This is an optimization exercise on Yosys and OpenROAD, whose aim is small area, a short achievable clock period and few clock cycles, not a production implementation. Where RTL was checked, it was by simulation tests only, not by an equivalence proof against the original. Power and IR drop assume default switching activity.

==> flow/design.v (excerpt) <==
module mbcodec (
    input  wire        clk,
    input  wire        rst,           
    input  wire        cmd_valid,
    output wire        cmd_ready,
    input  wire [31:0] cmd,
    output reg         rsp_valid,
    output wire [3:0]  rsp_status,
    output wire [31:0] rsp_value,
    output reg         tx_valid,
    output reg  [7:0]  tx_data
);
    localparam [7:0] OPC_CRC_INIT    = 8'h01,
                     OPC_CRC_BYTE    = 8'h02,
                     OPC_CRC_READ    = 8'h03,
                     OPC_CRC_CHECK   = 8'h04,
                     OPC_ENC_RD      = 8'h10,
                     OPC_XCH_RD      = 8'h11,
                     OPC_DEC_BYTE    = 8'h20,
                     OPC_DEC_ABORT   = 8'h21,
                     OPC_DEC_RDBUF   = 8'h22,
                     OPC_DEC_STATUS  = 8'h23,
                     OPC_CFG_SETADDR = 8'h30,
                     OPC_CFG_GETADDR = 8'h31;
    localparam [2:0] RS_OK = 3'd0, RS_ILLEGAL = 3'd1, RS_ARG = 3'd2,
                     RS_BUSY = 3'd3, RS_NOT_READY = 3'd4;
    localparam [3:0] E_NONE = 4'd0, E_CRC = 4'd1, E_SIZE = 4'd2,
                     E_ADDR = 4'd3, E_FUNC = 4'd4, E_LEN = 4'd5,
                     E_DEVICE = 4'd6;
    localparam RB = 3;                   
    localparam RL = 1 << RB;
    localparam NR = 248 / RL;            
    function [15:0] crc_update;
        input [15:0] c;
        input [7:0]  b;
        integer k;
        reg [15:0] r;
        begin
            r = c ^ {8'h00, b};
            for (k = 0; k < 8; k = k + 1)
  ...
For scale: roughly 3,800 cells after synthesis, ~2,300 flip-flops.
==> flow/config.mk <==
export PLATFORM = sky130hd
export DESIGN_NAME = mbcodec
export DESIGN_NICKNAME = mbcodec
export VERILOG_FILES = /design/flow/design.v
export SDC_FILE = /design/flow/constraint.sdc
export NUM_CORES = 4
export LEC_CHECK = 0
export CAP_MARGIN = 20
export CORE_MARGIN = 2
export CORE_UTILIZATION = 60
export CTS_CLUSTER_DIAMETER = 100
export CTS_CLUSTER_SIZE = 28
export PLACE_DENSITY = 0.7
export SETUP_SLACK_MARGIN = 5
export SLEW_MARGIN = 20
==> flow/constraint.sdc <==
create_clock -name core_clock -period 8.0 [get_ports {clk}]
set_input_delay 1.6000 -clock core_clock [delete_from_list [all_inputs] [get_ports {clk}]]
set_output_delay 1.6000 -clock core_clock [all_outputs]
set_load 0.01 [all_outputs]
standard.sh (not shown) runs the stock make flow with config.mk's settings and CLKGATE_MAP_FILE= SYNTH_SCRIPT=/design/flow/synth_recipe.tcl, a recipe that flattens the netlist after the stock synthesis.
==> flow/flow/run.sh <==
#!/bin/bash
set -euo pipefail
bash standard.sh SETUP_SLACK_MARGIN=6 finish > standard.log 2>&1
The starting point finished clean.
Testbench counts at the start, summed over its fixed seeds: cycles 164,810.
==> next run, changes <==
--- a/flow/design.v
+++ b/flow/design.v
@@ -261,31 +261,28 @@
         else if (tx_valid)
             tx_data <= tx_next;
     end
     reg [2:0]  rsp_st;
     reg [25:0] rsp_val;
     assign rsp_status = {1'b0, rsp_st};
     assign rsp_value  = {6'd0, rsp_val};
     wire [RB-1:0] in_wait = in_b[RB-1:0] - phw;
-    wire e_may_end = ev && (r_abort || (r_dbyte && (s_b2 || s_crchi || s_xhi)));
-    wire in_txhold = (in_enc || in_xch) && !(in_xch && busy && !e_may_end);
-    wire in_rdhold = in_rd && (s_done || s_crchi) && (in_b[RB-1:0] != phw);
     reg [2:0] sc_next;
     always @* begin
         if (acc)
-            sc_next = in_txhold ? 3'd7 : (in_rdhold ? in_wait : 3'd0);
+            sc_next = (in_enc || in_xch) ? 3'd7 : (in_rd ? in_wait : 3'd0);
         else if (txfault || (o_rd && !rd_ok))
             sc_next = 3'd0;
         else if (sc != 3'd0)
             sc_next = sc - 3'd1;
         else
             sc_next = 3'd0;
     end
-    wire rdy_next = acc ? !(in_txhold || in_rdhold)
+    wire rdy_next = acc ? !((in_enc || in_xch) || (in_rd && in_b[RB-1:0] != phw))
                         : (txfault || (o_rd && !rd_ok) || sc <= 3'd1);
     always @(posedge clk) begin
         rsp_st  <= tx_last_rsp ? RS_OK : x_status;
         rsp_val <= tx_last_rsp ? {10'd0, tcrc} :
                    ((rd_ok || rd_wait) ? {18'd0, rd_byte} : x_value);
         if (rst) begin
             rdy       <= 1'b1;
             sc        <= 3'd0;
Result:
- The changed run ran to the end with no violations
- worst setup slack improves by 26 ps
- sequential cell count stays the same
- global-route usage goes down by 0.57 points
- die area hardly moves
- total power stays flat
- sequential share of layout area rises by 0.63 points
- wire length shrinks by a few percent
- combinational power came out lower by roughly a tenth
Function not checked in the second run of this note: the RTL went through the layout flow alone.

re-timing with driven ports:
No port has a modelled driver above. Below, the same layouts with a new extraction and two added sets of constraints. Step 1 sets driving cells, clkbuf_16 on the clock port and buf_2 on the other inputs (assumed; they add their load-dependent delay and slew). Step 2, shift: input delay + t, output delay - t, t = (earliest + latest rising clock arrival at the registers) / 2. This alone moves slack from input paths to output paths. Slacks: no drivers / after step 1 / after step 2; pairs: no drivers / after step 1.
| run | t (ns) | slack for setup (ns) | worst setup path after step 2 | clock arrival spread, ns | cell pins on the clock port's net |
|---|---|---|---|---|---|
| the first run | 0.780 | 5.083 / 5.009 / 4.353 | input to register | 0.044 / 0.044 | 1 |
| the second run | 0.761 | 5.109 / 5.036 / 4.737 | input to register | 0.046 / 0.046 | 1 |
After both steps setup and hold are still met in every run listed. The setup slack of the first run, which loses most, moves by -0.074 ns with the drivers and by -0.730 ns with both steps.
